Background: an optimization exercise with open tools, aiming at small area. Do not read the settings as production practice.
Only simulation tests tie the RTL to the original design; equivalence was not proved.
Power figures rest on the tool's default switching activity, not on a simulated workload.

Setup of amber:
## ouman_reader
module ouman_reader (
    input  wire        clk,
    input  wire        rst_n,         
    input  wire        tick,          
    input  wire        start,
    input  wire [7:0]  start_id,
    output wire        busy,
    output wire        done,
    output wire [7:0]  tx_data,
    output wire        tx_valid,
    input  wire        tx_ready,
    input  wire        rx_valid,
    input  wire [7:0]  rx_data,
    output reg         rx_ovr,
    input  wire        ovr_clr,
    output wire [2:0]  err,
    output wire [2:0]  rtype,
    output wire [7:0]  crcv,
    output wire [8:0]  res_len,
    output reg  [31:0] field0,
    output reg  [31:0] field1,
    output reg  [31:0] field2,
    output reg  [31:0] field3,
    output reg  [31:0] field4,
    output reg  [31:0] field5,
    input  wire [7:0]  raw_off,
    output wire        raw_valid,
    output wire [7:0]  raw_value
);
    localparam [7:0] READ_OPCODE = 8'h52;
    localparam [2:0] T_RAW = 3'd0, T_TEMP = 3'd1, T_DEVICE = 3'd2, T_DATETIME = 3'd3,
                     T_SET1 = 3'd4, T_SET2 = 3'd5, T_INFO = 3'd6;
    localparam [2:0] S_IDLE = 3'b000, S_DONE = 3'b001,
                     S_TX   = 3'b100, S_RX   = 3'b101,
                     S_FIN1 = 3'b110, S_FIN2 = 3'b111;
    function [2:0] classify;
        input [7:0] id;
        begin
            if (id == 8'h01)                 classify = T_DEVICE;
            else if (id == 8'h10)            classify = T_TEMP;
            else if (id[7:4] == 4'h2)        classify = T_INFO;
  ...
==> flow/config.mk <==
export PLATFORM = sky130hd
export DESIGN_NAME = ouman_reader
export DESIGN_NICKNAME = ouman_reader
export VERILOG_FILES = /design/flow/design.v
export SDC_FILE = /design/flow/constraint.sdc
export NUM_CORES = 4
export LEC_CHECK = 0
export CAP_MARGIN = 10
export CORE_MARGIN = 2
export CORE_UTILIZATION = 50
export GPL_TIMING_DRIVEN = 0
export PLACE_DENSITY = 0.8
export SLEW_MARGIN = 10
export SYNTH_HIERARCHICAL = 1
==> flow/constraint.sdc <==
create_clock -name core_clock -period 10.0 [get_ports {clk}]
set_input_delay 2.0000 -clock core_clock [delete_from_list [all_inputs] [get_ports {clk}]]
set_output_delay 2.0000 -clock core_clock [all_outputs]
set_load 0.01 [all_outputs]
standard.sh (not shown) runs the stock make flow with config.mk's settings and CLKGATE_MAP_FILE= SYNTH_SCRIPT=/design/flow/synth_recipe.tcl, a recipe that flattens the netlist after the stock synthesis.
==> flow/flow/run.sh <==
#!/bin/bash
# Standard ORFS layout (standard.sh), with these options changed:
#  - port buffers use the smallest buffer cell;
#  - clock tree: larger sink clusters and no dummy balancing loads.
set -euo pipefail
export REMOVE_ABC_BUFFERS=1
export BUFFER_PORTS_ARGS="-buffer_cell sky130_fd_sc_hd__buf_1"
export CTS_ARGS="-sink_clustering_enable -repair_clock_nets -dont_use_dummy_load -sink_clustering_buffer sky130_fd_sc_hd__clkbuf_8 -sink_clustering_size 19 -sink_clustering_max_diameter 52"
bash standard.sh > flow_make.log 2>&1
Changes in garnet relative to amber:
==> flow/flow/run.sh <==
#!/bin/bash
# Standard ORFS layout (standard.sh), with these options changed:
#  - port buffers use the smallest buffer cell;
#  - clock tree: larger sink clusters and no dummy balancing loads.
set -euo pipefail
export REMOVE_ABC_BUFFERS=1
export BUFFER_PORTS_ARGS="-buffer_cell sky130_fd_sc_hd__buf_1"
export CTS_ARGS="-sink_clustering_enable -repair_clock_nets -dont_use_dummy_load -buf_list sky130_fd_sc_hd__clkbuf_8 -sink_clustering_buffer sky130_fd_sc_hd__clkbuf_8 -sink_clustering_size 19 -sink_clustering_max_diameter 52"
bash standard.sh > flow_make.log 2>&1
diff --git a/flow/config.mk b/flow/config.mk
--- a/flow/config.mk
+++ b/flow/config.mk
@@ -12,2 +12,3 @@
 export PLACE_DENSITY = 0.8
+export SETUP_SLACK_MARGIN = 0.05
 export SLEW_MARGIN = 10
Findings:
Reported for garnet and amber, total setup violations reported at the end of the flow turned out identical to the last digit.
In the tables for garnet and amber, max-slew headroom at the worst pin reads higher with garnet.
garnet against amber: via count of the first global-routing pass held; filler cell count essentially unchanged.
The worst hold slack number comes out lower for garnet vs amber.
Looking at total power across both flows, garnet is the stronger of the two, with amber trailing.
Between garnet and amber, the number of standard cells in the layout, taps in and fillers out does not differ in any meaningful way.
Compared with amber, in garnet fmax barely changed; final wirelength did not really move.
#### Input delta (cedar over garnet)
==> flow/flow/run.sh <==
#!/bin/bash
# Standard ORFS layout (standard.sh), with these options changed:
#  - port buffers use the smallest buffer cell;
#  - clock tree: larger sink clusters and no dummy balancing loads.
set -euo pipefail
export REMOVE_ABC_BUFFERS=1
export BUFFER_PORTS_ARGS="-buffer_cell sky130_fd_sc_hd__buf_1"
export CTS_ARGS="-sink_clustering_enable -repair_clock_nets -dont_use_dummy_load -sink_clustering_buffer sky130_fd_sc_hd__clkbuf_8 -sink_clustering_size 18 -sink_clustering_max_diameter 50"
bash standard.sh > flow_make.log 2>&1
diff --git a/flow/config.mk b/flow/config.mk
--- a/flow/config.mk
+++ b/flow/config.mk
@@ -12,3 +12,2 @@
 export PLACE_DENSITY = 0.8
-export SETUP_SLACK_MARGIN = 0.05
 export SLEW_MARGIN = 10
### Flow results
- Per the final summary, cedar finished and its layout is clean on timing, DRC and antenna.
- [compare] base=garnet new=cedar: via count of the first global-routing pass saw an increase; violation count after the first detailed-route iteration lower; via count shows an increase of about 0.4%; time the worst path needs with I/O delays and setup fell 30 ps; register-to-register slack barely changed.
- From cedar to garnet, cell count of the worst hold path did not move at all.
- cedar vs garnet — maximum VDD drop rose 26%.
- For cedar, the standard cell with the maximum stage delay on the critical path was o21ai_2, unlike garnet, where it was nor2_1.
- Per the comparison of cedar with garnet, combinational share of power decreased by 0.2 points relative to the old numbers, share of the core filled with cells in the final layout closely matched the old numbers.


== main ==
ouman_reader, a different RTL version from the one above (not shown whole).
Size in the first run: about 2,100 flip-flops, about 78,000 um^2 of cells after synthesis.
export LEC_CHECK = 0
export CAP_MARGIN = 20
export CORE_MARGIN = 2
export CORE_UTILIZATION = 40
export GPL_TIMING_DRIVEN = 0
export PLACE_DENSITY = 0.7
export SLEW_MARGIN = 20
export SYNTH_HIERARCHICAL = 1
create_clock -name core_clock -period 10.0 [get_ports {clk}]
==> flow/flow/run.sh <==
#!/bin/bash
# Standard ORFS layout (standard.sh), with these options changed:
#  - port buffers use the smallest buffer cell;
#  - clock tree: larger sink clusters and no dummy balancing loads.
set -euo pipefail
export REMOVE_ABC_BUFFERS=1
export BUFFER_PORTS_ARGS="-buffer_cell sky130_fd_sc_hd__buf_1"
export CTS_ARGS="-sink_clustering_enable -repair_clock_nets -dont_use_dummy_load -sink_clustering_size 40 -sink_clustering_max_diameter 60"
bash standard.sh > flow_make.log 2>&1
For the feature branch, these inputs were changed with respect to main:
Settings: SLEW_MARGIN now 10, was 20; CORE_UTILIZATION now 50, was 40; PLACE_DENSITY now 0.8, was 0.7; CAP_MARGIN now 10, was 20.
diff --git a/flow/flow/run.sh b/flow/flow/run.sh
--- a/flow/flow/run.sh
+++ b/flow/flow/run.sh
@@ -8 +8 @@
-export CTS_ARGS="-sink_clustering_enable -repair_clock_nets -dont_use_dummy_load -sink_clustering_size 40 -sink_clustering_max_diameter 60"
+export CTS_ARGS="-sink_clustering_enable -repair_clock_nets -dont_use_dummy_load -sink_clustering_buffer sky130_fd_sc_hd__clkbuf_8 -sink_clustering_size 18 -sink_clustering_max_diameter 50"
[summary]
Looking at detailed-route wire length on metal 1 across main and the feature branch, the one that comes out higher is main. Relative to main, final instance count without filler cells has decreased by 6.6% in the feature branch. Hold slack: main and the feature branch compared, lower one is the feature branch. Between main and the feature branch, path length in cells of the critical path is lower for main, the feature branch comes in above that. Delta (the feature branch minus main): simple logic cell fraction of the synthesized area shows no meaningful change, wire length shows an increase of 1.6%, final instance area shows a reduction of 2.6%, average wire length per cell after detail routing shows an increase of 8.8%.

## what the ideal ports hide
The results above use ideal ports. As a check the final layouts listed here were re-extracted and re-timed, cells and wires unchanged. Step 1: set_driving_cell puts a clkbuf_16 on clk and a buf_2 on each other input, an assumption about the parent block. Step 2 moves the port delays by t, midway between the first and last clock arrival at a register: inputs arrive t later, outputs are due t later. That takes back most of the time a late clock gives input paths. Slacks: ideal / step 1 / step 2; pairs: ideal / step 1.
run | t, ns | setup WS [ns] | worst hold slack (ns) | worst register clock-pin slew, ns
amber | 0.829 | 0.232 / 0.152 / 0.601 | 0.511 / 0.511 / 0.511 | 0.12 / 0.12
garnet | 0.958 | 0.205 / 0.131 / 0.765 | 0.507 / 0.507 / 0.507 | 0.12 / 0.12
cedar | 0.806 | 0.235 / 0.158 / 0.552 | 0.510 / 0.510 / 0.510 | 0.11 / 0.11
main | 0.818 | 0.716 / 0.636 / 1.138 | 0.498 / 0.498 / 0.498 | 0.12 / 0.12
the feature branch | 0.818 | 0.418 / 0.342 / 0.859 | 0.491 / 0.491 / 0.491 | 0.12 / 0.12
After both steps setup and hold are still met in every run listed.
